This is an optimization exercise on Yosys and OpenROAD, whose aim is small area and a short achievable clock period, not a production implementation. In this exercise RTL edits were held to simulation tests only and were not proved equivalent to the original. Power figures rest on the tool's default switching activity, not on a simulated workload.

[flow/config.mk]
export PLATFORM = sky130hd
export DESIGN_NAME = freqres4
export DESIGN_NICKNAME = freqres4
export VERILOG_FILES = /design/flow/design.v
export SDC_FILE = /design/flow/constraint.sdc
export NUM_CORES = 4
export LEC_CHECK = 0
export ABC_AREA = 1
export CAP_MARGIN = 20
export CORE_MARGIN = 2
export CORE_UTILIZATION = 40
export CTS_BUF_LIST = sky130_fd_sc_hd__clkbuf_8
export CTS_CLUSTER_DIAMETER = 80
export CTS_CLUSTER_SIZE = 12
export SLEW_MARGIN = 20
[flow/constraint.sdc]
create_clock -name core_clock -period 15.0 [get_ports {clk}]
set_input_delay 3.0000 -clock core_clock [delete_from_list [all_inputs] [get_ports {clk}]]
set_output_delay 3.0000 -clock core_clock [all_outputs]
set_load 0.01 [all_outputs]
[flow/design.v]
module fr_tone_rom (
    input  wire [6:0]  note,
    output reg  [10:0] freq
);
    always @(*) begin
        case (note)
            7'd0: freq = 11'd44;
            7'd1: freq = 11'd157;
            7'd2: freq = 11'd263;
            7'd3: freq = 11'd363;
            7'd4: freq = 11'd457;
            7'd5: freq = 11'd547;
            7'd6: freq = 11'd631;
            7'd7: freq = 11'd711;
            7'd8: freq = 11'd786;
            7'd9: freq = 11'd856;
            7'd10: freq = 11'd923;
            7'd11: freq = 11'd986;
            7'd12: freq = 11'd1046;
            7'd13: freq = 11'd1102;
            7'd14: freq = 11'd1155;
            7'd15: freq = 11'd1205;
            7'd16: freq = 11'd1253;
            7'd17: freq = 11'd1297;
            7'd18: freq = 11'd1339;
            7'd19: freq = 11'd1379;
            7'd20: freq = 11'd1417;
            7'd21: freq = 11'd1452;
            7'd22: freq = 11'd1486;
            7'd23: freq = 11'd1517;
            7'd24: freq = 11'd1547;
            7'd25: freq = 11'd1575;
            7'd26: freq = 11'd1602;
            7'd27: freq = 11'd1627;
            7'd28: freq = 11'd1650;
            7'd29: freq = 11'd1673;
            7'd30: freq = 11'd1694;
            7'd31: freq = 11'd1714;
            7'd32: freq = 11'd1732;
            7'd33: freq = 11'd1750;
            7'd34: freq = 11'd1767;
            7'd35: freq = 11'd1783;
            7'd36: freq = 11'd1798;
            7'd37: freq = 11'd1812;
            7'd38: freq = 11'd1825;
            7'd39: freq = 11'd1837;
            7'd40: freq = 11'd1849;
            7'd41: freq = 11'd1860;
            7'd42: freq = 11'd1871;
            7'd43: freq = 11'd1881;
            7'd44: freq = 11'd1890;
            7'd45: freq = 11'd1899;
            7'd46: freq = 11'd1907;
            7'd47: freq = 11'd1915;
            7'd48: freq = 11'd1923;
            7'd49: freq = 11'd1930;
            7'd50: freq = 11'd1936;
            7'd51: freq = 11'd1943;
            7'd52: freq = 11'd1949;
            7'd53: freq = 11'd1954;
            7'd54: freq = 11'd1959;
            7'd55: freq = 11'd1964;
            7'd56: freq = 11'd1969;
            7'd57: freq = 11'd1974;
            7'd58: freq = 11'd1978;
            7'd59: freq = 11'd1982;
            7'd60: freq = 11'd1985;
            7'd61: freq = 11'd1989;
            7'd62: freq = 11'd1992;
            7'd63: freq = 11'd1995;
            7'd64: freq = 11'd1998;
            7'd65: freq = 11'd2001;
            7'd66: freq = 11'd2004;
            7'd67: freq = 11'd2006;
            7'd68: freq = 11'd2009;
            7'd69: freq = 11'd2011;
            7'd70: freq = 11'd2013;
            7'd71: freq = 11'd2015;
            7'd72: freq = 11'd1998;
            7'd73: freq = 11'd2001;
            7'd74: freq = 11'd2004;
            7'd75: freq = 11'd2006;
            7'd76: freq = 11'd2009;
            7'd77: freq = 11'd2011;
            7'd78: freq = 11'd2013;
            7'd79: freq = 11'd2015;
            7'd80: freq = 11'd1998;
            7'd81: freq = 11'd2001;
            7'd82: freq = 11'd2004;
            7'd83: freq = 11'd2006;
            7'd84: freq = 11'd2009;
            7'd85: freq = 11'd2011;
            7'd86: freq = 11'd2013;
            7'd87: freq = 11'd2015;
            7'd88: freq = 11'd1998;
            7'd89: freq = 11'd2001;
            7'd90: freq = 11'd2004;
            7'd91: freq = 11'd2006;
            7'd92: freq = 11'd2009;
            7'd93: freq = 11'd2011;
            7'd94: freq = 11'd2013;
            7'd95: freq = 11'd2015;
            7'd96: freq = 11'd1998;
            7'd97: freq = 11'd2001;
            7'd98: freq = 11'd2004;
            7'd99: freq = 11'd2006;
            7'd100: freq = 11'd2009;
            7'd101: freq = 11'd2011;
            7'd102: freq = 11'd2013;
            7'd103: freq = 11'd2015;
            7'd104: freq = 11'd1998;
            7'd105: freq = 11'd2001;
            7'd106: freq = 11'd2004;
            7'd107: freq = 11'd2006;
            7'd108: freq = 11'd2009;
            7'd109: freq = 11'd2011;
            7'd110: freq = 11'd2013;
            7'd111: freq = 11'd2015;
            7'd112: freq = 11'd1998;
            7'd113: freq = 11'd2001;
            7'd114: freq = 11'd2004;
            7'd115: freq = 11'd2006;
            7'd116: freq = 11'd2009;
            7'd117: freq = 11'd2011;
            7'd118: freq = 11'd2013;
            7'd119: freq = 11'd2015;
            7'd120: freq = 11'd1998;
            7'd121: freq = 11'd2001;
            7'd122: freq = 11'd2004;
            7'd123: freq = 11'd2006;
            7'd124: freq = 11'd2009;
            7'd125: freq = 11'd2011;
            7'd126: freq = 11'd2013;
            7'd127: freq = 11'd2015;
        endcase
    end
endmodule
module fr_noise_rom (
    input  wire [6:0] note,
    output reg  [7:0] ctrl
);
    always @(*) begin
        case (note)
            7'd0: ctrl = 8'hD7;
            7'd1: ctrl = 8'hD6;
            7'd2: ctrl = 8'hD5;
            7'd3: ctrl = 8'hD4;
            7'd4: ctrl = 8'hC7;
            7'd5: ctrl = 8'hC6;
            7'd6: ctrl = 8'hC5;
            7'd7: ctrl = 8'hC4;
            7'd8: ctrl = 8'hB7;
            7'd9: ctrl = 8'hB6;
            7'd10: ctrl = 8'hB5;
            7'd11: ctrl = 8'hB4;
            7'd12: ctrl = 8'hA7;
            7'd13: ctrl = 8'hA6;
            7'd14: ctrl = 8'hA5;
            7'd15: ctrl = 8'hA4;
            7'd16: ctrl = 8'h97;
            7'd17: ctrl = 8'h96;
            7'd18: ctrl = 8'h95;
            7'd19: ctrl = 8'h94;
            7'd20: ctrl = 8'h87;
            7'd21: ctrl = 8'h86;
            7'd22: ctrl = 8'h85;
            7'd23: ctrl = 8'h84;
            7'd24: ctrl = 8'h77;
            7'd25: ctrl = 8'h76;
            7'd26: ctrl = 8'h75;
            7'd27: ctrl = 8'h74;
            7'd28: ctrl = 8'h67;
            7'd29: ctrl = 8'h66;
            7'd30: ctrl = 8'h65;
            7'd31: ctrl = 8'h64;
            7'd32: ctrl = 8'h57;
            7'd33: ctrl = 8'h56;
            7'd34: ctrl = 8'h55;
            7'd35: ctrl = 8'h54;
            7'd36: ctrl = 8'h47;
            7'd37: ctrl = 8'h46;
            7'd38: ctrl = 8'h45;
            7'd39: ctrl = 8'h44;
            7'd40: ctrl = 8'h37;
            7'd41: ctrl = 8'h36;
            7'd42: ctrl = 8'h35;
            7'd43: ctrl = 8'h34;
            7'd44: ctrl = 8'h27;
            7'd45: ctrl = 8'h26;
            7'd46: ctrl = 8'h25;
            7'd47: ctrl = 8'h24;
            7'd48: ctrl = 8'h17;
            7'd49: ctrl = 8'h16;
            7'd50: ctrl = 8'h15;
            7'd51: ctrl = 8'h14;
            7'd52: ctrl = 8'h07;
            7'd53: ctrl = 8'h06;
            7'd54: ctrl = 8'h05;
            7'd55: ctrl = 8'h04;
            7'd56: ctrl = 8'h03;
            7'd57: ctrl = 8'h02;
            7'd58: ctrl = 8'h01;
            7'd59: ctrl = 8'h00;
            7'd60: ctrl = 8'h00;
            7'd61: ctrl = 8'h00;
            7'd62: ctrl = 8'h00;
            7'd63: ctrl = 8'h00;
            7'd64: ctrl = 8'h00;
            7'd65: ctrl = 8'h00;
            7'd66: ctrl = 8'h00;
            7'd67: ctrl = 8'h00;
            7'd68: ctrl = 8'h00;
            7'd69: ctrl = 8'h00;
            7'd70: ctrl = 8'h00;
            7'd71: ctrl = 8'h00;
            default: ctrl = 8'h00;
        endcase
    end
endmodule
module fr_channel #(
    parameter NOISE = 0
) (
    input  wire        clk,
    input  wire        we_note,
    input  wire [6:0]  wd_note,
    input  wire        we_cur,
    input  wire [10:0] wd_cur,
    input  wire        we_tgt,
    input  wire [10:0] wd_tgt,
    input  wire        we_tv,
    input  wire        wd_tv,
    input  wire        we_dir,
    input  wire [1:0]  wd_dir,
    input  wire        we_spd,
    input  wire [7:0]  wd_spd,
    input  wire        we_tune,
    input  wire [7:0]  wd_tune,
    input  wire        we_arp,
    input  wire [7:0]  wd_arp,
    input  wire        we_aph,
    input  wire [1:0]  wd_aph,
    input  wire        we_vsx,
    input  wire [7:0]  wd_vsx,
    input  wire        we_vd,
    input  wire [7:0]  wd_vd,
    input  wire        we_vdm,
    input  wire        wd_vdm,
    input  wire        we_vv,
    input  wire [7:0]  wd_vv,
    input  wire        we_ip,
    input  wire [11:0] wd_ip,
    output wire [6:0]  note,
    output wire [10:0] cur,
    output wire [10:0] tgt,
    output wire        tv,
    output wire [1:0]  dir,
    output wire [7:0]  spd,
    output wire [7:0]  tune,
    output wire [7:0]  arp,
    output wire [1:0]  aph,
    output wire [7:0]  vsx,
    output wire [7:0]  vd,
    output wire        vdm,
    output wire [7:0]  vv,
    output wire [11:0] ip
);
    reg [6:0]  r_note;
    reg [7:0]  r_arp;
    reg [1:0]  r_aph;
    always @(posedge clk) begin
        if (we_note) r_note <= wd_note;
        if (we_arp)  r_arp  <= wd_arp;
        if (we_aph)  r_aph  <= wd_aph;
    end
    assign note = r_note;
    assign arp  = r_arp;
    assign aph  = r_aph;
    generate
        if (NOISE) begin : g_noise
            assign cur  = 11'd0;
            assign tgt  = 11'd0;
            assign tv   = 1'b0;
            assign dir  = 2'd0;
            assign spd  = 8'd0;
            assign tune = 8'd0;
            assign vsx  = 8'd0;
            assign vd   = 8'd0;
            assign vdm  = 1'b0;
            assign vv   = 8'd0;
            assign ip   = 12'd0;
        end else begin : g_tone
            reg [10:0] r_cur;
            reg [10:0] r_tgt;
            reg        r_tv;
            reg [1:0]  r_dir;
            reg [7:0]  r_spd;
            reg [7:0]  r_tune;
            reg [7:0]  r_vsx;
            reg [7:0]  r_vd;
            reg        r_vdm;
            reg [7:0]  r_vv;
            reg [11:0] r_ip;
            always @(posedge clk) begin
                if (we_cur)  r_cur  <= wd_cur;
                if (we_tgt)  r_tgt  <= wd_tgt;
                if (we_tv)   r_tv   <= wd_tv;
                if (we_dir)  r_dir  <= wd_dir;
                if (we_spd)  r_spd  <= wd_spd;
                if (we_tune) r_tune <= wd_tune;
                if (we_vsx)  r_vsx  <= wd_vsx;
                if (we_vd)   r_vd   <= wd_vd;
                if (we_vdm)  r_vdm  <= wd_vdm;
                if (we_vv)   r_vv   <= wd_vv;
                if (we_ip)   r_ip   <= wd_ip;
            end
            assign cur  = r_cur;
            assign tgt  = r_tgt;
            assign tv   = r_tv;
            assign dir  = r_dir;
            assign spd  = r_spd;
            assign tune = r_tune;
            assign vsx  = r_vsx;
            assign vd   = r_vd;
            assign vdm  = r_vdm;
            assign vv   = r_vv;
            assign ip   = r_ip;
        end
    endgenerate
endmodule
module freqres4 (
    input  wire        clk,
    input  wire        rst,
    input  wire [2:0]  cmd_op,
    input  wire [1:0]  cmd_ch,
    input  wire [7:0]  cmd_arg0,
    input  wire [7:0]  cmd_arg1,
    input  wire [1:0]  cmd_flags,
    output reg         out_valid,
    output reg  [1:0]  out_ch,
    output wire [10:0] out_freq
);
    localparam OP_NOTE   = 3'd1;
    localparam OP_EFFECT = 3'd2;
    localparam OP_USEINS = 3'd3;
    localparam OP_STEP   = 3'd4;
    localparam DIR_UP    = 2'd1;   
    localparam DIR_DOWN  = 2'd2;   
    localparam DIR_PORTA = 2'd3;   
    wire is_note = (cmd_op == OP_NOTE);
    wire is_eff  = (cmd_op == OP_EFFECT);
    wire is_uses = (cmd_op == OP_USEINS);
    wire is_step = (cmd_op == OP_STEP);
    wire e_arp   = is_eff && (cmd_arg1 == 8'h08);
    wire e_slide = is_eff && (cmd_arg1 == 8'h09 || cmd_arg1 == 8'h0A || cmd_arg1 == 8'h0B);
    wire e_vib   = is_eff && (cmd_arg1 == 8'h0C);
    wire e_vdel  = is_eff && (cmd_arg1 == 8'h0D);
    wire e_tune  = is_eff && (cmd_arg1 == 8'h0E);
    wire [6:0]  c_note [0:3];
    wire [10:0] c_cur  [0:3];
    wire [10:0] c_tgt  [0:3];
    wire        c_tv   [0:3];
    wire [1:0]  c_dir  [0:3];
    wire [7:0]  c_spd  [0:3];
    wire [7:0]  c_tune [0:3];
    wire [7:0]  c_arp  [0:3];
    wire [1:0]  c_aph  [0:3];
    wire [7:0]  c_vsx  [0:3];
    wire [7:0]  c_vd   [0:3];
    wire        c_vdm  [0:3];
    wire [7:0]  c_vv   [0:3];
    wire [11:0] c_ip   [0:3];
    wire [3:0] sel = 4'b0001 << cmd_ch;
    wire        w_note, w_cur, w_tv, w_spd, w_tune, w_arp, w_aph;
    wire        w_vsx, w_vd, w_vdm, w_vv, w_ip, w_dir;
    wire [6:0]  d_note;
    wire [10:0] d_cur, d_tgt;
    wire [7:0]  d_spd, d_tune, d_arp, d_vsx, d_vd, d_vv;
    wire [1:0]  d_aph;
    wire        d_vdm;
    wire [11:0] d_ip;
    genvar c;
    generate
        for (c = 0; c < 4; c = c + 1) begin : g_ch
            wire s = sel[c] && !rst;
            fr_channel #(.NOISE(c == 3 ? 1 : 0)) u_ch (
                .clk(clk),
                .we_note(rst || (s && w_note)), .wd_note(d_note),
                .we_cur (rst || (s && w_cur)),  .wd_cur (d_cur),
                .we_tgt (rst || (s && w_tv)),   .wd_tgt (d_tgt),
                .we_tv  (rst || (s && w_tv)),   .wd_tv  (!rst),
                .we_dir (s && w_dir),           .wd_dir (cmd_arg1[1:0]),
                .we_spd (rst || (s && w_spd)),  .wd_spd (d_spd),
                .we_tune(rst || (s && w_tune)), .wd_tune(d_tune),
                .we_arp (rst || (s && w_arp)),  .wd_arp (d_arp),
                .we_aph (s && w_aph),           .wd_aph (d_aph),
                .we_vsx (rst || (s && w_vsx)),  .wd_vsx (d_vsx),
                .we_vd  (rst || (s && w_vd)),   .wd_vd  (d_vd),
                .we_vdm (rst || (s && w_vdm)),  .wd_vdm (d_vdm),
                .we_vv  (s && w_vv),            .wd_vv  (d_vv),
                .we_ip  (rst || (s && w_ip)),   .wd_ip  (d_ip),
                .note(c_note[c]), .cur(c_cur[c]), .tgt(c_tgt[c]), .tv(c_tv[c]), .dir(c_dir[c]),
                .spd(c_spd[c]), .tune(c_tune[c]), .arp(c_arp[c]), .aph(c_aph[c]),
                .vsx(c_vsx[c]), .vd(c_vd[c]), .vdm(c_vdm[c]), .vv(c_vv[c]),
                .ip(c_ip[c])
            );
        end
    endgenerate
    wire [6:0] c_nb   [0:3];
    wire [1:0] c_aphn [0:3];
    generate
        for (c = 0; c < 4; c = c + 1) begin : g_arp
            wire [7:0] a   = c_arp[c];
            wire [1:0] ph  = c_aph[c];
            wire       on  = (a != 8'd0);
            wire [3:0] off = (ph == 2'd1) ? a[7:4] : (ph == 2'd2) ? a[3:0] : 4'd0;
            assign c_nb[c]   = c_note[c] + {3'd0, off};
            assign c_aphn[c] = !on ? ph : (ph == 2'd2) ? 2'd0 : ph + 2'd1;
        end
    endgenerate
    wire [1:0]  tch = cmd_ch[1] ? 2'd2 : {1'b0, cmd_ch[0]};
    wire [6:0]  note    = c_note[cmd_ch];
    wire [6:0]  nb      = c_nb[cmd_ch];
    wire [1:0]  aph_new = c_aphn[cmd_ch];
    wire [10:0] cur  = c_cur[tch];
    wire [10:0] tgt  = c_tgt[tch];
    wire        tv   = c_tv[tch];
    wire [1:0]  dir  = c_dir[tch];
    wire [7:0]  spd  = c_spd[tch];
    wire [7:0]  tune = c_tune[tch];
    wire [3:0]  vs   = c_vsx[tch][7:4];
    wire [3:0]  ve   = c_vsx[tch][3:0];
    wire [7:0]  vd   = c_vd[tch];
    wire        vdm  = c_vdm[tch];
    wire [7:0]  vv   = c_vv[tch];
    wire [3:0]  vt   = vv[3:0];    
    wire [1:0]  vp   = vv[5:4];
    wire [11:0] ip   = c_ip[tch];
    wire signed [12:0] pitch_sum = $signed({ip[11], ip}) + $signed({{5{cmd_arg1[7]}}, cmd_arg1});
    wire [11:0] pitch_clamped = (pitch_sum[12] != pitch_sum[11]) ? {pitch_sum[12], {11{~pitch_sum[12]}}}
                                                                 : pitch_sum[11:0];
    wire [11:0] ip_new = cmd_flags[1] ? pitch_clamped : ip;
    wire        porta  = (dir == DIR_PORTA);
    wire [10:0] target = tv ? tgt : 11'd0;
    wire [11:0] g_up   = {1'b0, cur} + {4'd0, spd};
    wire [11:0] g_dn   = {1'b0, cur} - {4'd0, spd};
    wire        up_hit = porta ? (g_up > {1'b0, target}) : g_up[11];
    wire        dn_hit = g_dn[11] || (porta && g_dn[10:0] < target);
    wire [10:0] r_up   = up_hit ? (porta ? target : 11'd2047) : g_up[10:0];
    wire [10:0] r_dn   = dn_hit ? (porta ? target : 11'd0) : g_dn[10:0];
    wire        up     = (dir == DIR_UP) || (porta && cur < target);
    wire [10:0] cur_new = up ? r_up : r_dn;
    wire [7:0] inst_arp = cmd_flags[0] ? cmd_arg0 : 8'd0;
    wire signed [9:0] note_sum = $signed({3'b000, nb}) + $signed({{2{inst_arp[7]}}, inst_arp});
    wire n2_low  = note_sum[9];
    wire n2_high = !note_sum[9] && (note_sum[8:0] > 9'd71);
    wire       vib_on  = (vs != 4'd0) && (ve != 4'd0);
    wire       vib_run = vib_on && !vdm;
    wire [3:0] vt_inc  = vt + 4'd1;
    wire       vt_wrap = (vt_inc >= vs);
    wire signed [5:0] vib = !vib_run     ? 6'sd0 :
                            (vp == 2'd1) ? $signed({2'b00, ve}) :
                            (vp == 2'd3) ? -$signed({2'b00, ve}) : 6'sd0;
    wire signed [8:0]  tune_vib = $signed(tune) + $signed({{3{vib[5]}}, vib});
    wire signed [12:0] q = $signed({{4{tune_vib[8]}}, tune_vib}) - $signed({2'b00, tgt});
    wire [10:0] tone_rd;
    fr_tone_rom u_rom (.note(is_note ? cmd_arg0[6:0] : note_sum[6:0]), .freq(tone_rd));
    wire [10:0] tone_n2  = n2_low ? 11'd44 : n2_high ? 11'd2015 : tone_rd;   
    wire [10:0] tone_arg = tone_rd;
    wire [6:0]  note2 = n2_low ? 7'd0 : n2_high ? 7'd71 : note_sum[6:0];
    wire [7:0]  noise_n2;
    fr_noise_rom u_noise (.note(note2), .ctrl(noise_n2));
    wire porta_play = (dir == DIR_PORTA) && (spd != 8'd0) && cmd_flags[0];
    assign w_note = is_note;
    assign d_note = rst ? 7'd0 : cmd_arg0[6:0];
    assign w_cur  = (is_note && !porta_play) || is_step;
    assign d_cur  = rst ? 11'd0 : is_note ? tone_arg : cur_new;
    assign d_tgt  = rst ? 11'd44 : tone_arg;   
    assign w_tv   = is_note;
    assign w_dir  = e_slide;
    assign w_spd  = e_slide;
    assign d_spd  = rst ? 8'd0 : cmd_arg0;
    assign w_tune = e_tune;
    assign d_tune = rst ? 8'h00 : cmd_arg0 ^ 8'h80;
    assign w_arp  = e_arp;
    assign d_arp  = rst ? 8'd0 : cmd_arg0;
    assign w_aph  = is_note || e_arp || is_step;
    assign d_aph  = is_step ? aph_new : 2'd0;
    assign w_vsx  = e_vib;
    assign d_vsx  = rst ? 8'd0 : cmd_arg0;
    assign w_vd   = e_vdel;
    assign d_vd   = rst ? 8'd0 : cmd_arg0;
    assign w_vdm  = is_note || (is_step && vib_on && vdm);
    assign d_vdm  = !rst && (is_note ? (vd != 8'd0) : (vv != 8'd1));
    assign w_vv   = is_note || (e_vib && !vdm) || (is_step && vib_on);
    assign d_vv   = is_note ? vd :
                    !is_step ? 8'd0 :
                    vdm      ? vv - 8'd1 :
                    {2'b00, vt_wrap ? vp + 2'd1 : vp, vt_wrap ? 4'd0 : vt_inc};
    assign w_ip   = is_uses || (is_step && cmd_flags[1]);
    assign d_ip   = (rst || is_uses) ? 12'd0 : ip_new;
    wire       is_ch3 = (cmd_ch == 2'd3);
    reg [10:0] t2_r;
    reg [10:0] cur_r;
    reg [11:0] ip_r;
    reg [12:0] q_r;
    always @(posedge clk) begin
        out_valid <= !rst && is_step;
        out_ch    <= cmd_ch;
        t2_r      <= is_ch3 ? {3'b000, noise_n2} : tone_n2;
        cur_r     <= is_ch3 ? 11'd0 : cur_new;
        ip_r      <= is_ch3 ? 12'd0 : ip_new;
        q_r       <= is_ch3 ? 13'd0 : q;
    end
    wire signed [13:0] f_sum = $signed({3'b000, cur_r}) + $signed({{2{ip_r[11]}}, ip_r})
                             + $signed({q_r[12], q_r}) + $signed({3'b000, t2_r});
    wire [10:0] tone_out = f_sum[13] ? 11'd0 : (f_sum[12:11] != 2'b00) ? 11'd2047 : f_sum[10:0];
    assign out_freq = tone_out;   
endmodule
[flow/flow/run.sh]
#!/bin/bash
# Layout flow: the standard ORFS flow (standard synthesis unchanged),
# with timing repair aimed below the clock period and free cell sizing.
#   SETUP_SLACK_MARGIN    repair_timing keeps working until setup slack
#                         reaches this margin (ns) instead of 0: CTS_MARGIN
#                         for the steps up to clock tree synthesis, then
#                         GRT_MARGIN for the repair after global routing
#   MATCH_CELL_FOOTPRINT  0 lets sizing swap cells of different footprints
#   BUFFER_PORTS_ARGS     port buffers as buf_2 instead of delay cells
# Each make run's full output goes to its own log in the work folder
# (flow_make_cts.log, flow_make_finish.log); ORFS keeps each step's log
# under orfs/logs/.
set -euo pipefail
CTS_MARGIN=8.5
GRT_MARGIN=6.5
COMMON=(MATCH_CELL_FOOTPRINT=0 "BUFFER_PORTS_ARGS=-buffer_cell sky130_fd_sc_hd__buf_2")
bash standard.sh "${COMMON[@]}" SETUP_SLACK_MARGIN=$CTS_MARGIN cts > flow_make_cts.log 2>&1
bash standard.sh "${COMMON[@]}" SETUP_SLACK_MARGIN=$GRT_MARGIN finish > flow_make_finish.log 2>&1
[flow/standard.sh]
#!/bin/bash
# synth_recipe.tcl (not shown) runs the flow's synth.tcl, then flattens the netlist and writes it again
# the make line also repeats each setting of config.mk as NAME=value (left out here)
make -C /OpenROAD-flow-scripts/flow DESIGN_CONFIG=/design/flow/config.mk WORK_HOME=/design/flow/orfs CLKGATE_MAP_FILE= SYNTH_SCRIPT=/design/flow/synth_recipe.tcl "${@:-finish}"
==> results of run 1 <==
## synth_stat cells (29+ instances only)
cell type  count  area [um^2]
nand2_1      456         1710
edfxtp_1     302         9070
inv_1        263          987
nand3_1      200         1000
nor2_1       200          751
ha_1         129         1610
o21ai_0      113          566
a21oi_1      112          561
o22ai_1       54          338
dfxtp_1       50         1000
fa_1          42          841
nand4_1       36          225
or2_2         32          200
clkbuf_1      29          109
xor2_1        29          254
## routing by layer
| metal | global-route usage, % | up-vias |
|---|---|---|
| met3 | 2.08 | 90 |
| met1 | 31.9 | 8148 |
| met5 | 0 | - |
| met4 | 6.21 | 2 |
| li1 | - | 7930 |
| met2 | 37.2 | 529 |
## logic make-up (layout without fill, tap and decap cells)
logic type	count (synthesis)	after routing	synth area share (%)
DFF	352	352	48.2
adders and majority gates	171	171	11.8
buffers and inverters	349	423	6.89
AOI/OAI and AO/OA	390	390	11.3
other	0	1	0
xor gates and xnor gates	40	40	1.68
and+or+nand+nor	974	976	20.2
## power by group through the flow
stage	combinational [W]	clock [W]	sequential, W
final	0.00227	0.000561	0.00129
after global routing	0.00252	0.000609	0.00130
after CTS	0.00224	0.000573	0.00129
after detailed placement	0.00199	0	0.00131
after global placement	0.00197	0	0.00131
after floorplan	0.00145	0	0.00129
## layout make-up
type	instances	area, um^2	share of cell area (%)
tap	680	851	3.68
clock buffer	36	495	2.15
timing repair inverter	2	22.5	0.0975
inverter	273	1060	4.58
sequential	352	10100	43.6
multi-input combinational	1577	9780	42.4
clock inverter	28	119	0.515
antenna	1	2.50	0.0108
timing repair buffer	84	682	2.95
## path summary, 6_finish.rpt
| path | end | cells past startpoint |
|---|---|---|
| setup / recovery | out_freq[4] | 14 |
| setup reg to reg | g_ch[2].u_ch.g_tone.r_cur[1] | 21 |
| hold reg to reg | g_ch[0].u_ch.g_tone.r_vv[5] | 4 |
| hold / removal | g_ch[0].u_ch.g_tone.r_vv[5] | 4 |
## critical path, stage by stage (launching register included)
cell and delay [ns]:
dfxtp_2 0.35, fa_1 0.55, fa_1 0.46, ha_4 0.32, inv_1 0.09, nor3_2 0.19
nand3_1 0.10, nand4_1 0.12, xor2_1 0.19, nand3_2 0.19, a21oi_1 0.16, o21ai_0 0.11
nand2_1 0.07, inv_1 0.03, buf_2 0.12
## through the flow
| stage | setup WS (ns) | std cells | hold slack [ns] |
|---|---|---|---|
| floorplan | 8.48 | 2276 | 0.645 |
| global placement | 6.66 | 2949 | 0.757 |
| detailed placement | 6.57 | 2950 | 0.758 |
| CTS | 8.35 | 3032 | 0.786 |
| global route | 8.12 | 3033 | 0.839 |
| finish | 8.38 | 3033 | 0.775 |
## state kept, by name, indices dropped and copies added (netlist names), 2 cells and up
signal                   count
g_ch.u_ch.g_tone.r_vsx      24
g_ch.u_ch.g_tone.r_cur      33
g_ch.u_ch.r_arp             32
g_ch.u_ch.g_tone.r_ip       36
t2_r                        11
g_ch.u_ch.g_tone.r_tune     24
g_ch.u_ch.g_tone.r_dir       6
g_ch.u_ch.g_tone.r_tv        3
out_ch                       2
g_ch.u_ch.g_tone.r_vd       24
g_ch.u_ch.r_aph              8
g_ch.u_ch.g_tone.r_vdm       3
g_ch.u_ch.g_tone.r_tgt      33
g_ch.u_ch.g_tone.r_spd      24
ip_r                        12
g_ch.u_ch.g_tone.r_vv       24
g_ch.u_ch.r_note            28
cur_r                       11
q_r                         13
## what timing repair did
| action | 4_1_cts | 5_1_grt |
|---|---|---|
| setup endpoints to repair | 155 | 0 |
| setup buffers | 10 | 0 |
| endpoints found under the hold margin | 0 | 0 |
| hold buffers | 0 | 0 |
| gates resized for setup | 87 | 0 |
==> impl_metrics.ini, run 1 <==
[detailed_routing]
wl_met1_mm = 27.9
drt_first_pass_iters = 5
routed_antenna_nets = 0
route.top_layer_used = met5
drt-wirelength-per-cell_um = 20.1
detail_route.iter0.violations = 1692
drc_errors = 0
dr_total_vias = 16699
met3_wl_post_dr_mm = 3.24
drt-vias-per-instance = 5.51
met2_wirelength_mm = 28.4
postRouteWirelength_mm = 61.0

[timing]
sum_of_negative_setup_slack_ns = 0
timing.final.crit_period_ns = 6.62
slew_headroom_pct = 34.2
timing.final.hold_violations = 0
setup_viol_count_final = 0
finClkSkew_ns = 0.0519
fmax_ghz = 0.151
finalMaxSlewViolations = 0
setup_repair_after_global_routing_missed_its_margin = false
worstMarginPinSlew_ns = 0.977
min_period_over_period_pct = 44.1

[critical_path]
required_ns = 12.00
worstSetupPathType = reg -> out
worstPathArrival_ns = 3.62
timing.critical_path.from = t2_r[4]
crit_path_start_kind = flip-flop
critical_path.reg2reg.startpoint = g_ch[0].u_ch.r_aph[1]
end_kind = output port
setup.reg_to_reg.worst_slack_ns = 9.93
critical_path.max_fanout = 10

[cells_and_area]
layout.cells.most_common_list = 447 x nand2_1, 302 x edfxtp_1, 283 x inv_1
finalCoreUtilization_pct = 44.8
areaGrowthSynthToFinish_pct = 10.6
final_layout_size_suffix_gt1_share_pct = 11.6
final_area_um2 = 23100
final_common_cell = nand2_1
fin_nets = 2521
filler_cell_count = 4938

[logic_synthesis]
synth_edf_count = 302
synth_sequential_area_ratio_pct = 48.2
synth.lib_cells_used.distinct = 57
asyncSetResetFlopFracSynth_pct = 0
yosys_most_used_dff = edfxtp_1
cells_after_synthesis = 2276
syn_area_per_cell_um2 = 9.18
synth.ff_latch_count = 352
synth.yosys.warnings = 5
syn_std_cell_area_um2 = 20900
syn_nets = 2472

[place]
placed_instance_area_um2 = 21900
routabilityCongestion = 0.916
detailedPlacementHpwl_mm = 42.9
port_buffers = 38

[power]
power_per_cell_area_nw_per_um2 = 178
p_switching_w = 0.00180
power.share.clock_pct = 13.6
share_comb_of_total_power_pct = 55.0
power.internal_w = 0.00232
report.power.total_w = 0.00412
p_sw_share_pct = 43.7
power.sequential.fraction_pct = 31.4
power.leakage_nw = 9.94
vdd_ir_drop_max_v = 0.000178

[floorplan]
core-area_um2 = 51500
die-width_um = 232
initial_core_util_pct = 40.5
height_of_the_die_um = 232
die_area_um2 = 54100
rows = 83
design.portCount = 39

[worst_hold_path]
hold_path_origin = g_ch[0].u_ch.g_tone.r_vd[5]
worstHoldPathType = reg -> reg

[global_routing]
antenna_found_initial = 3
grt_start_max_net_pins = 39
global_route.overflow_total = 0
groute.usage.overall_pct = 22.6
number_of_global_route_vias_before_repair = 16015
grt_pass1_wl_mm = 93.6

[clocking]
cts_inserted_buffers = 35
clock_sinks = 352
clock_tree.root_cell = clkbuf_8
tritoncts = done
clock_insertion_delay_worst_skew_ns = 0.60
cts-htree-levels = 2
ctsLongestPathBuffers = 3
clk_pin_slew_ns = 0.09

[job]
max_cap_viol_count = 0

[outcome]
status = timing/DRC/antenna clean
==> run 2: changes to the inputs <==
--- a/flow/flow/run.sh
+++ b/flow/flow/run.sh
@@ -12,5 +12,5 @@
 # under orfs/logs/.
 set -euo pipefail
-CTS_MARGIN=8.5
+CTS_MARGIN=8.7
 GRT_MARGIN=6.5
 COMMON=(MATCH_CELL_FOOTPRINT=0 "BUFFER_PORTS_ARGS=-buffer_cell sky130_fd_sc_hd__buf_2")
==> run 2 against run 1 <==
Net effect: final area is 1.2% higher; synthesized area stayed put; synthesized cell count stayed put; worst hold slack better by 0.0048 ns; global-route usage is 0.21 points higher; non-clock buffer count is 18 higher; largest power group unchanged; clock skew is 0.0048 ns lower; final cell count is 0.43% higher; critical endpoint is now out_freq[0]; clock power is 0.9% lower; register-to-register slack better by 0.06 ns; critical path type unchanged.
==> impl_metrics.ini, run 2 <==
[outcome]
status = timing/DRC/antenna clean

[place]
detailedPlacementHpwl_mm = 42.8
place_inst = 2949
port_buffers = 38
routabilityCongestion = 0.974

[critical_path]
crit-reg2reg-capture = g_ch[1].u_ch.g_tone.r_cur[10]
end_kind = output port
setup.reg_to_reg.worst_slack_ns = 9.99
critical_path.max_fanout = 6
worstPathArrival_ns = 3.77
number_of_cells_on_the_worst_reg_to_reg_path = 23
worstSetupPathType = reg -> out
required_ns = 12.00
critical_path.reg2reg.startpoint = g_ch[0].u_ch.r_aph[1]
crit_path_start_kind = flip-flop

[clocking]
clk_pin_slew_ns = 0.09
tritoncts = done
cts-htree-levels = 2
clock_tree.root_cell = clkbuf_8
cts_inserted_buffers = 35
clock_sinks = 352
ctsLongestPathBuffers = 3
clock_insertion_delay_worst_skew_ns = 0.60

[logic_synthesis]
synth.ff_latch_count = 352
syn_area_per_cell_um2 = 9.18
synth.area.top_cells = edfxtp_1 43%, nand2_1 8.2%, ha_1 7.7%, dfxtp_1 4.8%, nand3_1 4.8%
cells_after_synthesis = 2276
synth_edf_count = 302
biggest_area_consumer_among_synthesized_cells = edfxtp_1
synth_common_cells = 456 x nand2_1, 302 x edfxtp_1, 263 x inv_1
synth.yosys.warnings = 5
yosys_most_used_dff = edfxtp_1
post-synth-top-area-fraction_pct = 43.4
syn_nets = 2472
cell_with_the_most_instances_after_synthesis = nand2_1
syn_std_cell_area_um2 = 20900
asyncSetResetFlopFracSynth_pct = 0
synth.lib_cells_used.distinct = 57
synth_sequential_area_ratio_pct = 48.2

[global_routing]
groute.usage.overall_pct = 22.8
grt_start_max_net_pins = 49
antenna_found_initial = 2
global_route.overflow_total = 0
grt_pass1_wl_mm = 95.1
number_of_global_route_vias_before_repair = 16488

[timing]
setup_repair_after_global_routing_missed_its_margin = false
final.hold.worst_slack_ns = 0.780
finClkSkew_ns = 0.0471
timing.final.hold_violations = 0
slew_headroom_pct = 42.6
min_period_over_period_pct = 45.1
setup_viol_count_final = 0
finalMaxSlewViolations = 0
fmax_ghz = 0.148
worstMarginPinSlew_ns = 0.856
sum_of_negative_setup_slack_ns = 0
timing.final.crit_period_ns = 6.77

[cells_and_area]
final_common_cell = nand2_1
largest_register_ff_count = 36
layout.cells.most_common_list = 444 x nand2_1, 302 x edfxtp_1, 276 x inv_1
final_cells = 3046
num_antenna_cells = 0
largest-register = g_ch.u_ch.g_tone.r_ip
fin_nets = 2543
areaGrowthSynthToFinish_pct = 11.9
final_layout_size_suffix_gt1_share_pct = 13.1
largest_registers = g_ch.u_ch.g_tone.r_ip (36), g_ch.u_ch.g_tone.r_cur (33), g_ch.u_ch.g_tone.r_tgt (33)

[detailed_routing]
postRouteWirelength_mm = 60.9
drt-wirelength-per-cell_um = 20.0
drt_first_pass_iters = 5
routed_antenna_nets = 0
drt-vias-per-instance = 5.52
detail_route.iter0.violations = 1503
drc_errors = 0
dr_total_vias = 16818

[worst_hold_path]
hold_path_origin = g_ch[0].u_ch.g_tone.r_ip[0]
hold-path-endpoint = ip_r[0]
min_path_cells = 4
worstHoldPathType = reg -> reg

[floorplan]
design.portCount = 39
die-width_um = 232
die_area_um2 = 54100
height_of_the_die_um = 232
initial_core_util_pct = 40.5
core-area_um2 = 51500
rows = 83

[job]
max_cap_viol_count = 0

[power]
power.leakage_nw = 10.0
vdd_ir_drop_max_v = 0.000181
power_per_cell_area_nw_per_um2 = 181
[run 2: cell types whose count changed in the layout (fill, tap and decap cells not counted), moves of 5 or more]
cell,delta
o21ai_0,-7
o21ai_1,+6
ha_1,-5
buf_4,+17
inv_1,-7
[run 2: critical path, cell delays in order (launching register included)]
cell and delay [ns]:
dfxtp_1 0.34, fa_1 0.51, fa_1 0.62, ha_4 0.25, nand2_1 0.14, o21ai_1 0.10
nand2_1 0.07, nand4_1 0.13, a21oi_1 0.18, nor2_1 0.06, nor2_2 0.15, xor2_2 0.20
buf_6 0.15, o21ai_1 0.07, inv_1 0.08, buf_2 0.14
[run 2: per-stage QoR]
stage | power, W | util (%) | cell area (um^2) | setup WS, ns
after floorplan | 0.00274 | - | 21200 | 8.49
after global placement | 0.00334 | 42.6 | 21900 | 6.60
after detailed placement | 0.00335 | 42.6 | 21900 | 6.54
after CTS | 0.00421 | 45.3 | 23400 | 8.25
after global routing | 0.00455 | 45.4 | 23400 | 7.99
final | 0.00423 | 45.4 | 23400 | 8.23
[run 2: logic make-up after synthesis]
group                      count (synthesis)  share of synthesized area, %
DFF                                      352                          48.2
AOI/OAI and AO/OA                        390                          11.3
buffers and inverters                    349                          6.89
and+or+nand+nor                          974                          20.2
xor gates and xnor gates                  40                          1.68
adders and majority gates                171                          11.8
[run 2: cell type report]
class | count | area (um^2)
Fill cell | 5005 | 28100
Sequential cell | 352 | 10100
Multi-Input combinational cell | 1580 | 9950
Inverter | 273 | 1070
Tap cell | 680 | 851
Timing Repair Buffer | 102 | 812
Clock buffer | 36 | 495
Clock inverter | 20 | 88.8
Timing Repair inverter | 3 | 33.8
[run 2: worst max-delay path by stage]
stage               from                            to  slack, ns  cells past startpoint
3_5_place_dp   cmd_ch[1]  g_ch[1].u_ch.g_tone.r_cur[2]       6.54                     26
3_3_place_gp   cmd_ch[1]  g_ch[0].u_ch.g_tone.r_cur[4]       6.60                     26
4_1_cts          ip_r[6]                   out_freq[9]       8.25                     15
2_1_floorplan  cmd_ch[0]  g_ch[0].u_ch.g_tone.r_cur[8]       8.49                     32
5_1_grt         cur_r[1]                   out_freq[4]       7.99                     15
6_report         t2_r[5]                   out_freq[0]       8.23                     15
[run 2: layer usage]
| metal | global-route usage, % | vias up | part of all wire (%) |
|---|---|---|---|
| met1 | 31.8 | 8157 | 44 |
| met2 | 37.6 | 599 | 47 |
| met5 | 0 | - | 0.021 |
| met4 | 6.05 | 2 | 2.3 |
| li1 | - | 7966 | - |
| met3 | 2.78 | 94 | 6.3 |
[run 2: timing repair]
item,4_1_cts,5_1_grt
resized for setup,105,0
buffers inserted,29,0
setup endpoints to repair,186,0
hold buffers,0,0
[run 2: where the power goes]
group / switching, W / total [W] / internal [W]
Clock: 0.000332 / 0.000556 / 0.000224
Combinational: 0.00146 / 0.00239 / 0.000928
Sequential: 0.0000651 / 0.00129 / 0.00122
Total: 0.00186 / 0.00423 / 0.00238
==> run 3: changes to the inputs <==
--- a/flow/design.v
+++ b/flow/design.v
@@ -499,19 +499,21 @@
     assign w_ip   = is_uses || (is_step && cmd_flags[1]);
     assign d_ip   = (rst || is_uses) ? 12'd0 : ip_new;
-    wire       is_ch3 = (cmd_ch == 2'd3);
-    reg [10:0] t2_r;
-    reg [10:0] cur_r;
-    reg [11:0] ip_r;
-    reg [12:0] q_r;
+    wire        is_ch3 = (cmd_ch == 2'd3);
+    wire [13:0] ra = is_ch3 ? 14'd0 : {3'b000, cur_new};
+    wire [13:0] rb = is_ch3 ? 14'd0 : {{2{ip_new[11]}}, ip_new};
+    wire [13:0] rc = is_ch3 ? {6'd0, noise_n2} : {3'b000, tone_n2};
+    wire [13:0] cs_s = ra ^ rb ^ rc;
+    wire [13:0] cs_c = {(ra[12:0] & rb[12:0]) | (ra[12:0] & rc[12:0]) | (rb[12:0] & rc[12:0]), 1'b0};
+    reg  [13:0] s_r;
+    reg  [13:0] c_r;
+    reg  [12:0] q_r;
     always @(posedge clk) begin
         out_valid <= !rst && is_step;
         out_ch    <= cmd_ch;
-        t2_r      <= is_ch3 ? {3'b000, noise_n2} : tone_n2;
-        cur_r     <= is_ch3 ? 11'd0 : cur_new;
-        ip_r      <= is_ch3 ? 12'd0 : ip_new;
+        s_r       <= cs_s;
+        c_r       <= cs_c;
         q_r       <= is_ch3 ? 13'd0 : q;
     end
-    wire signed [13:0] f_sum = $signed({3'b000, cur_r}) + $signed({{2{ip_r[11]}}, ip_r})
-                             + $signed({q_r[12], q_r}) + $signed({3'b000, t2_r});
+    wire signed [13:0] f_sum = $signed(s_r) + $signed(c_r) + $signed({q_r[12], q_r});
     wire [10:0] tone_out = f_sum[13] ? 11'd0 : (f_sum[12:11] != 2'b00) ? 11'd2047 : f_sum[10:0];
     assign out_freq = tone_out;   
--- a/flow/flow/run.sh
+++ b/flow/flow/run.sh
@@ -12,5 +12,5 @@
 # under orfs/logs/.
 set -euo pipefail
-CTS_MARGIN=8.7
+CTS_MARGIN=8.5
 GRT_MARGIN=6.5
 COMMON=(MATCH_CELL_FOOTPRINT=0 "BUFFER_PORTS_ARGS=-buffer_cell sky130_fd_sc_hd__buf_2")
==> run 3 against run 2 <==
Net effect: total power decreased by 14%; still clean; first-iteration DRC count grew 24%; synthesized cell count rose by 2.3%; worst hold slack worse by 0.021 ns; clock skew fell by 0.0061 ns; fmax grew 1.8%; setup slack better by 0.12 ns; global-route usage is 0.36 points higher; clock power decreased by 3%; largest cell class is now multi-input combinational cells.
==> impl_metrics.ini, run 3 <==
[clocking]
clk_pin_slew_ns = 0.09
clock_insertion_delay_worst_skew_ns = 0.63
cts-htree-levels = 2
cts_hold_buf = 0
cts_inserted_buffers = 34
ctsLongestPathBuffers = 3
tritoncts = done
clock_tree.root_cell = clkbuf_8
clock_sinks = 341

[floorplan]
design.portCount = 39
initial_core_util_pct = 40.6
core-area_um2 = 51500
rows = 83
die_area_um2 = 54100
height_of_the_die_um = 233
die-width_um = 233

[cells_and_area]
multi_input_combinational_cell_area_um2 = 9960
seq_area_um2 = 9850
filler_cell_count = 4952
final_area_um2 = 23200
largest_register_ff_count = 36
final_cells = 3088
final_layout_size_suffix_gt1_share_pct = 11.9
final_common_cell = nand2_1
layout.cells.most_common_list = 490 x nand2_1, 310 x inv_1, 302 x edfxtp_1
finalCoreUtilization_pct = 45.1
areaGrowthSynthToFinish_pct = 11.2
num_antenna_cells = 0
largest_registers = g_ch.u_ch.g_tone.r_ip (36), g_ch.u_ch.g_tone.r_cur (33), g_ch.u_ch.g_tone.r_tgt (33)
fin_nets = 2586
largest-register = g_ch.u_ch.g_tone.r_ip

[logic_synthesis]
syn_std_cell_area_um2 = 20900
synth_common_cells = 503 x nand2_1, 302 x edfxtp_1, 298 x inv_1
yosys_most_used_dff = edfxtp_1
syn_area_per_cell_um2 = 8.98
synth.yosys.warnings = 5
syn_nets = 2525
cell_with_the_most_instances_after_synthesis = nand2_1
synth.ff_latch_count = 341
synth.area.top_cells = edfxtp_1 43%, nand2_1 9.0%, ha_1 7.8%, inv_1 5.4%, nand3_1 4.6%
synth_sequential_area_ratio_pct = 47.1
biggest_area_consumer_among_synthesized_cells = edfxtp_1
cells_after_synthesis = 2328
synth.lib_cells_used.distinct = 58
post-synth-top-area-fraction_pct = 43.4
asyncSetResetFlopFracSynth_pct = 0
synth_edf_count = 302

[detailed_routing]
drt_first_pass_iters = 6
detail_route.iter0.violations = 1857
routed_antenna_nets = 0
drt-wirelength-per-cell_um = 20.1
drt-vias-per-instance = 5.50
dr_total_vias = 16976
drc_errors = 0
postRouteWirelength_mm = 61.9

[place]
pre_cts_ws_ns = 6.01
placed_instance_area_um2 = 21900
place_inst = 2996
routabilityCongestion = 0.908
detailedPlacementHpwl_mm = 43.1
port_buffers = 38

[worst_hold_path]
worstHoldPathType = reg -> reg

[critical_path]
cp_dominant_cell_by_count = inv_1
critical-path-top-delay-family = adder cells
critical_path.max_stage_delay_ns = 0.55
critical_path.max_fanout = 10
required_ns = 15.51
worstSetupPathType = in -> reg
cpMaxStageDelayCell = fa_1
crit_path_start_kind = input port
timing.critical_path.buf_inv = 6
end_kind = flip-flop
worstPathArrival_ns = 7.16

[timing]
worstMarginPinSlew_ns = 0.932
setup_repair_after_global_routing_missed_its_margin = false
fmax_ghz = 0.150
finalMaxSlewViolations = 0
timing.final.hold_violations = 0
setup_ws_ns = 8.35
timing.final.crit_period_ns = 6.65
min_period_over_period_pct = 44.3
setup_viol_count_final = 0
finClkSkew_ns = 0.0410
slew_headroom_pct = 37.8
sum_of_negative_setup_slack_ns = 0

[power]
power.leakage_nw = 10.2
power_per_cell_area_nw_per_um2 = 157
vdd_ir_drop_max_v = 0.000128

[global_routing]
grt_pass1_wl_mm = 95.7
groute.usage.overall_pct = 23.2
antenna_found_initial = 0
global_route.overflow_total = 0
grt_start_max_net_pins = 53
number_of_global_route_vias_before_repair = 16282

[outcome]
status = timing/DRC/antenna clean

[job]
max_cap_viol_count = 0
-- run 3: changes by cell type after synthesis, sizes merged, moves of 10 or more --
cell   delta
or2      -10
nand3    -12
nand2    +49
o21ai    +23
nor2     -13
inv      +41
dfxtp    -11
-- run 3: path summary, 6_finish.rpt --
check,from,end,slack (ns),depth (start not counted)
max,cmd_ch[0],s_r[1],8.35,27
min,g_ch[2].u_ch.g_tone.r_vd[2],g_ch[0].u_ch.g_tone.r_vv[2],0.76,4
max reg2reg,g_ch[0].u_ch.r_aph[1],s_r[4],9.48,24
min reg2reg,g_ch[2].u_ch.g_tone.r_vd[2],g_ch[0].u_ch.g_tone.r_vv[2],0.76,4
-- run 3: cells by family after synthesis --
group           Yosys count  synth area share [%]
buf+inv                 389                  7.66
fa+ha+maj               172                  11.8
compound gates          401                  11.5
xor+xnor                 37                  1.55
simple gates            988                  20.4
flops                   341                  47.1
-- run 3: worst register-to-register path, stage by stage, from the launching register on --
cell	delay, ns
edfxtp_1	0.47
or2_2	0.38
o21ai_0	0.24
ha_1	0.22
inv_1	0.06
fa_1	0.39
or2_2	0.31
nand3_1	0.07
o2111ai_1	0.21
ha_1	0.45
nand2_1	0.09
nand2_1	0.06
inv_1	0.07
nand2_1	0.07
nand2_1	0.12
nand3_2	0.31
nand2_4	0.38
nand2_1	0.21
nand3_1	0.13
nand3_1	0.07
nand3_1	0.18
nand3_1	0.11
a21oi_2	0.32
fa_1	0.48
inv_1	0.06
-- run 3: routing by layer --
metal  track usage [%]  part of all wire, %
met5                 0                    0
met3              3.10                  7.0
met2              37.5                   46
met4              5.20                  2.1
met1              33.0                   45
-- run 3: cell type report --
class	instances	share of cell area, %
clock inverter	21	0.414
clock buffer	34	2.01
multi-input combinational	1605	42.9
inverter	314	5.26
tap	680	3.66
timing repair inverter	5	0.199
sequential	341	42.4
timing repair buffer	88	3.24
-- run 3: power by group --
group / internal [W] / total (W) / switching, W
Combinational: 0.000661 / 0.00187 / 0.00120
Sequential: 0.00119 / 0.00125 / 0.0000554
Clock: 0.000213 / 0.000540 / 0.000327
-- run 3: timing repair --
| action | in CTS | in global routing |
|---|---|---|
| setup endpoints to repair | 150 | 0 |
| resized for setup | 92 | 0 |
| setup buffers | 21 | 0 |
-- run 3: through the flow --
stage	hold WS [ns]	power, W
floorplan	0.646	0.00255
global placement	0.722	0.00301
detailed placement	0.741	0.00303
CTS	0.757	0.00365
global route	0.826	0.00396
finish	0.759	0.00365
==> run 4: changes to the inputs <==
--- a/flow/flow/run.sh
+++ b/flow/flow/run.sh
@@ -12,5 +12,5 @@
 # under orfs/logs/.
 set -euo pipefail
-CTS_MARGIN=8.5
+CTS_MARGIN=8.6
 GRT_MARGIN=6.5
 COMMON=(MATCH_CELL_FOOTPRINT=0 "BUFFER_PORTS_ARGS=-buffer_cell sky130_fd_sc_hd__buf_2")
==> run 4 against run 3 <==
Net effect: still clean on timing, DRC and antenna; final area up 2.2%; core utilization up 0.98 points; clock-buffer cell count up 1; combinational power up 5%; fmax up 1.2%; clock skew up 0.0033 ns; routed wire length up 2.5%; critical path depth unchanged.
==> impl_metrics.ini, run 4 <==
[critical_path]
number_of_cells_on_the_worst_reg_to_reg_path = 23
timing.critical_path.from = cmd_ch[1]
worstPathArrival_ns = 7.02
required_ns = 15.45
crit_path_start_kind = input port
worstSetupPathType = in -> reg
critical_path.reg2reg.startpoint = g_ch[0].u_ch.r_aph[1]
end_kind = flip-flop
critical_path.max_fanout = 9

[cells_and_area]
final_common_cell = nand2_1
fin_nets = 2605
largest_register_ff_count = 36
largest-register = g_ch.u_ch.g_tone.r_ip
final_layout_size_suffix_gt1_share_pct = 14.6
layout.cells.most_common_list = 482 x nand2_1, 308 x inv_1, 302 x edfxtp_1
finalCoreUtilization_pct = 46.1
areaGrowthSynthToFinish_pct = 13.7
largest_registers = g_ch.u_ch.g_tone.r_ip (36), g_ch.u_ch.g_tone.r_cur (33), g_ch.u_ch.g_tone.r_tgt (33)
final_cells = 3112

[global_routing]
grt_start_max_net_pins = 46
number_of_global_route_vias_before_repair = 16511
grt_util_met1_pct = 32.7
groute.usage.overall_pct = 23.7
grt_pass1_wl_mm = 97.4
groute.layer.met2.usage_pct = 38.2
global_route.overflow_total = 0
gr-max-usage-layer = met2
antenna_found_initial = 1
gr-usage-met3_pct = 3.84

[logic_synthesis]
post_synth_and_or_nand_nor_area_fraction_pct = 20.4
cell_with_the_most_instances_after_synthesis = nand2_1
synth_area_in_compound_gates_pct = 11.5
yosys_most_used_dff = edfxtp_1
synth_sequential_area_ratio_pct = 47.1
syn_area_per_cell_um2 = 8.98
post-synth-top-area-fraction_pct = 43.4
syn_std_cell_area_um2 = 20900
synth.area.mux_share_pct = 0
synth.lib_cells_used.distinct = 58
synth_xor_area_share_pct = 1.55
synth_top_family_by_area = simple AND/OR/NAND/NOR gates
synth_common_cells = 503 x nand2_1, 302 x edfxtp_1, 298 x inv_1
synth.area.top_cells = edfxtp_1 43%, nand2_1 9.0%, ha_1 7.8%, inv_1 5.4%, nand3_1 4.6%
synth.yosys.warnings = 5
synth.ff_latch_count = 341
post_synth_adder_cell_area_pct = 11.8
cells_after_synthesis = 2328
syn_nets = 2525
asyncSetResetFlopFracSynth_pct = 0
synth_edf_count = 302
biggest_area_consumer_among_synthesized_cells = edfxtp_1

[power]
vdd_ir_drop_max_v = 0.000121
power.leakage_nw = 10.3
power_per_cell_area_nw_per_um2 = 158
report.power.total_w = 0.00375

[worst_hold_path]
worstHoldPathType = reg -> reg
min_path_cells = 4
hold_path_origin = g_ch[1].u_ch.g_tone.r_vd[2]

[place]
detailedPlacementHpwl_mm = 43.7
port_buffers = 38
routabilityCongestion = 0.903
place_inst = 2996
pre_cts_ws_ns = 6.32

[timing]
timing.final.crit_period_ns = 6.57
setup_repair_after_global_routing_missed_its_margin = false
fmax_ghz = 0.152
finClkSkew_ns = 0.0443
setup_viol_count_final = 0
min_period_over_period_pct = 43.8
sum_of_negative_setup_slack_ns = 0
worstMarginPinSlew_ns = 0.858
timing.final.hold_violations = 0
finalMaxSlewViolations = 0
setup_ws_ns = 8.43
slew_headroom_pct = 42.8

[detailed_routing]
dr_total_vias = 17078
drt-wirelength-per-cell_um = 20.4
postRouteWirelength_mm = 63.5
drt_first_pass_iters = 5
drt-vias-per-instance = 5.49
drc_errors = 0
detail_route.iter0.violations = 1732
routed_antenna_nets = 0

[clocking]
ctsLongestPathBuffers = 3
clk_pin_slew_ns = 0.08
clock_sinks = 341
cts_inserted_buffers = 34
clock_insertion_delay_worst_skew_ns = 0.58
cts-htree-levels = 2
tritoncts = done
clock_tree.root_cell = clkbuf_8

[job]
max_cap_viol_count = 0

[floorplan]
die-width_um = 233
rows = 83
initial_core_util_pct = 40.6
die_area_um2 = 54100
height_of_the_die_um = 233
design.portCount = 39
core-area_um2 = 51500

[outcome]
status = timing/DRC/antenna clean
-- run 4: worst max-delay path, stage by stage --
cell       delay [ns]
buf_16           0.14
clkinv_16        0.08
buf_12           0.14
nand2_4          0.10
or2_2            0.31
o221ai_4         0.11
inv_2            0.08
ha_4             0.30
o21ai_0          0.12
a21oi_1          0.20
nand2_2          0.11
nor2_1           0.09
nand2_1          0.05
nand2_1          0.08
inv_2            0.05
ha_1             0.29
a21oi_1          0.13
o21ai_0          0.08
a21oi_1          0.15
nand3_2          0.25
nand2_4          0.20
o21ai_1          0.08
o21ai_0          0.09
nand2_1          0.09
nand2_2          0.14
nor2_4           0.05
fa_1             0.48
-- run 4: cell type report --
cell class	count	area [um^2]
timing repair buffer	103	898
clock inverter	24	96.3
multi-input combinational	1608	10300
fill	4983	27800
clock buffer	35	482
antenna	1	2.50
sequential	341	9850
timing repair inverter	6	56.3
inverter	314	1240
tap	680	851
-- run 4: per-layer routing --
metal,part of all wire [%],vias up
li1,-,8094
met1,44,8192
met2,45,675
met3,7.5,117
met4,3.0,0
met5,0,-
-- run 4: timing repair --
| action | in CTS | in global routing |
|---|---|---|
| gates resized for setup | 159 | 0 |
| hold buffers | 0 | 0 |
| buffers inserted | 37 | 0 |
| setup endpoints to repair | 156 | 0 |
-- run 4: report_power, final --
group          internal [W]  switching [W]  total [W]
Combinational      0.000711        0.00126    0.00197
Sequential          0.00119      0.0000562    0.00125
Clock              0.000218       0.000319   0.000537
-- run 4: cells by family (layout without fill, tap and decap cells) --
| family | Yosys count | after routing |
|---|---|---|
| adder cells (fa/ha/maj) | 172 | 172 |
| AO/OA/AOI/OAI | 401 | 401 |
| AND/OR/NAND/NOR | 988 | 998 |
| XOR/XNOR | 37 | 37 |
| other | 0 | 1 |
| buffers and inverters | 389 | 482 |
| flip-flops | 341 | 341 |
-- run 4: worst paths after layout --
kind / slack, ns / to
hold / removal: 0.73 / g_ch[2].u_ch.g_tone.r_vv[2]
setup / recovery: 8.43 / s_r[8]
setup reg to reg: 9.74 / g_ch[2].u_ch.g_tone.r_cur[4]
hold reg to reg: 0.73 / g_ch[2].u_ch.g_tone.r_vv[2]
-- run 4: metrics by stage --
| step | cell area, um^2 | hold slack [ns] |
|---|---|---|
| finish | 23800 | 0.726 |
| global route | 23800 | 0.800 |
| CTS | 23700 | 0.725 |
| detailed placement | 21900 | 0.715 |
| global placement | 21900 | 0.715 |
| floorplan | 21200 | 0.646 |

re-timing with driven ports:
The flow's constraints put no driver on any port. The routed layouts listed below were extracted and timed again, unchanged, in two steps. Step 1: set_driving_cell puts a clkbuf_16 on clk and a buf_2 on each other input, an assumption about the parent block. Step 2 moves the port delays by t, midway between the first and last clock arrival at a register: inputs arrive t later, outputs are due t later. That takes back most of the time a late clock gives input paths. Three values: ideal, step 1, step 2; two values: the first two.
run | t (ns) | slack for setup (ns) | clock arrival spread, ns
run 1 | 0.625 | 8.384 / 8.331 / 7.804 | 0.053 / 0.053
run 2 | 0.632 | 8.234 / 8.182 / 7.960 | 0.048 / 0.048
run 3 | 0.657 | 8.351 / 8.320 / 7.662 | 0.041 / 0.041
run 4 | 0.611 | 8.431 / 8.403 / 7.792 | 0.044 / 0.044
After both steps every run listed still meets setup and hold. For run 3, which loses most, drivers alone change the setup slack by -0.031 ns; drivers and shift together by -0.689 ns.
